Context: an optimization exercise on an open-source flow, tuned for small area, a short achievable clock period and few clock cycles per item. The choices shown serve that exercise and are no tape-out recipe. The RTL was checked by simulation tests, not by an equivalence proof against the original design. No activity file was given, so power comes from the tool's default toggle rates.

## run G
==> flow/design.v (excerpt) <==
module sdf_deframer (
    input  wire       clk,
    input  wire       rst,
    input  wire       in_valid,
    input  wire [7:0] in_data,
    output wire       in_ready,
    output wire       out_valid,
    output wire [1:0] out_kind,
    output wire [7:0] out_data,
    output wire       out_last,
    input  wire       out_ready
);
clock: 10.0 ns
lec_check: 0
cap_margin: 20
core_margin: 2
core_utilization: 65
place_density: 0.75
setup_slack_margin: 5
slew_margin: 20
tns_end_percent: 100
standard.sh (not shown) runs the stock make flow with config.mk's settings and CLKGATE_MAP_FILE= SYNTH_SCRIPT=/design/flow/synth_recipe.tcl, a recipe that flattens the netlist after the stock synthesis.
==> flow/flow/run.sh <==
#!/bin/bash
set -euo pipefail
MARGIN=$(cat flow/margin.txt)
CTS="-sink_clustering_enable -repair_clock_nets -dont_use_dummy_load $(cat flow/cts_args.txt)"
bash standard.sh SETUP_SLACK_MARGIN="$MARGIN" CTS_ARGS="$CTS" finish > flow_make.log 2>&1
==> flow/flow/cts_args.txt <==
-sink_clustering_size 30 -sink_clustering_max_diameter 60
==> flow/flow/margin.txt <==
7.0
STATUS run=run G STAGES=ALL_DONE FINAL_CHECKS=FAILED CAUSE=max-capacitance violations, max-slew violations
Testbench counts of run G, summed over its fixed seeds: cycles 33,943, bytes 32,412.
What run M does differently from run G at the input level:
--- a/flow/design.v
+++ b/flow/design.v
@@ -243,22 +243,22 @@
         erem_nx   = erem;
         if (e_go) begin
             if (e_act) begin
                 if (!pown_q) begin
                     bt_v  = 1'b1;
                     ep_nx = pinc(ep);
-                    if (eph == 3'd5) begin
+                    if (eph == 3'd4) begin
                         erem_nx = erem - 8'd1;
-                        if (erem == 8'd1) begin
+                        if (erem == 8'd0) begin
                             bt_last  = 1'b1;
                             e_act_nx = 1'b0;
                         end
                     end else begin
                         eph_nx = eph + 3'd1;
-                        if (eph == 3'd4)
-                            erem_nx = s_data;      
+                        if (eph == 3'd3)
+                            erem_nx = rbyte;       
                     end
                 end
             end else if (q_has) begin
                 if (h_frame) begin
                     if (!pown_q) begin
                         pop      = 1'b1;
Notes after the runs:
Run M: done, clean on timing, DRC and antenna. Lower data required time at the worst endpoint goes to run G over run M. In run M, the total power came out 30% above the value in run G. Average wire per standard cell, run M vs run G: down by a little under 10%. Count of buffers added by post-CTS timing repair for setup: run M vs run G down 79. The post-synthesis share of cell area spent on xor and xnor gates was comparable across run G and run M. Side by side, filler cell count in the final layout turned out higher in run M than in run G. Delta (run M minus run G): via count of the first global-routing pass now smaller; utilization after layout now smaller.
Testbench counts of run M, summed over its fixed seeds: cycles 33,943, bytes 32,412.

== east ==
sdf_deframer, a different RTL version from the one above (not shown whole).
Size in the first run: ~5500 cells after synthesis, roughly 2400 flip-flops, ~25 I/O pins, roughly 0.099 mm2 of cells after synthesis.
export LEC_CHECK = 0
export CAP_MARGIN = 20
export CORE_MARGIN = 2
export CORE_UTILIZATION = 65
export PLACE_DENSITY = 0.75
export SETUP_SLACK_MARGIN = 5
export SLEW_MARGIN = 20
export TNS_END_PERCENT = 100
create_clock -name core_clock -period 10.0 [get_ports {clk}]
==> flow/flow/margin.txt <==
6.8
Scripts as last shown in full above: flow/flow/run.sh, flow/flow/cts_args.txt
Testbench counts of east, summed over its fixed seeds: cycles 33,943, bytes 32,412.
Inputs modified between east and north:
diff --git a/flow/design.v b/flow/design.v
--- a/flow/design.v
+++ b/flow/design.v
@@ -234,32 +234,32 @@
         bt_frame  = 1'b1;
         bt_last   = 1'b0;
         e_act_nx  = e_act;
         ep_nx     = ep;
         eph_nx    = eph;
         erem_nx   = erem;
         if (e_go) begin
             if (e_act) begin
                 if (!pown_q) begin
                     bt_v  = 1'b1;
                     ep_nx = pinc(ep);
-                    if (eph == 3'd5) begin
+                    if (eph == 3'd4) begin
                         erem_nx = erem - 8'd1;
-                        if (erem == 8'd1) begin
+                        if (erem == 8'd0) begin
                             bt_last  = 1'b1;
                             e_act_nx = 1'b0;
                         end
                     end else begin
                         eph_nx = eph + 3'd1;
-                        if (eph == 3'd4)
-                            erem_nx = s_data;      
+                        if (eph == 3'd3)
+                            erem_nx = rbyte;       
                     end
                 end
             end else if (q_has) begin
                 if (h_frame) begin
                     if (!pown_q) begin
                         pop      = 1'b1;
                         bt_v     = 1'b1;
                         e_act_nx = 1'b1;
                         ep_nx    = pinc(q_pos[0]);
                         eph_nx   = 3'd1;
                     end
Notes after the runs:
- Comparing north and east, post-layout net count is higher on east.
- Against east, north comes in 30 lower on synthesized netlist cell count.
- Going from east to north, clock input transition at the sequential cells of the worst setup and hold paths shows no meaningful change; final setup slack of the worst path grew by 0.062 ns; part of the total power dissipated in the clock network picked up an extra 1.3 points; final period demand of the worst path fell 0.062 ns; non-clock buffer area fraction after layout saw a decrease.
Testbench counts of north, summed over its fixed seeds: cycles 33,943, bytes 32,412.

static timing again, ports no longer ideal:
No port has a modelled driver above. Below, the same layouts with a new extraction and two added sets of constraints.
Step 1: set_driving_cell puts a clkbuf_16 on clk and a buf_2 on each other input, an assumption about the parent block.
Step 2, shift: input delay + t, output delay - t, t = (earliest + latest rising clock arrival at the registers) / 2. This alone moves slack from input paths to output paths.
Slacks: no drivers / after step 1 / after step 2; pairs: no drivers / after step 1.
run | t, ns | setup WS [ns] | worst hold slack (ns) | latest minus earliest clock arrival (ns)
run G | 0.877 | 6.532 / 6.532 / 6.032 | 0.474 / 0.474 / 0.474 | 0.070 / 0.070
run M | 0.869 | 6.652 / 6.577 / 6.257 | 0.457 / 0.457 / 0.457 | 0.086 / 0.086
east | 0.863 | 6.452 / 6.368 / 6.095 | 0.524 / 0.524 / 0.524 | 0.084 / 0.084
north | 0.855 | 6.514 / 6.427 / 6.069 | 0.512 / 0.512 / 0.512 | 0.096 / 0.096
The setup slack of run G, which loses most, moves by 0.000 ns with the drivers and by -0.500 ns with both steps.
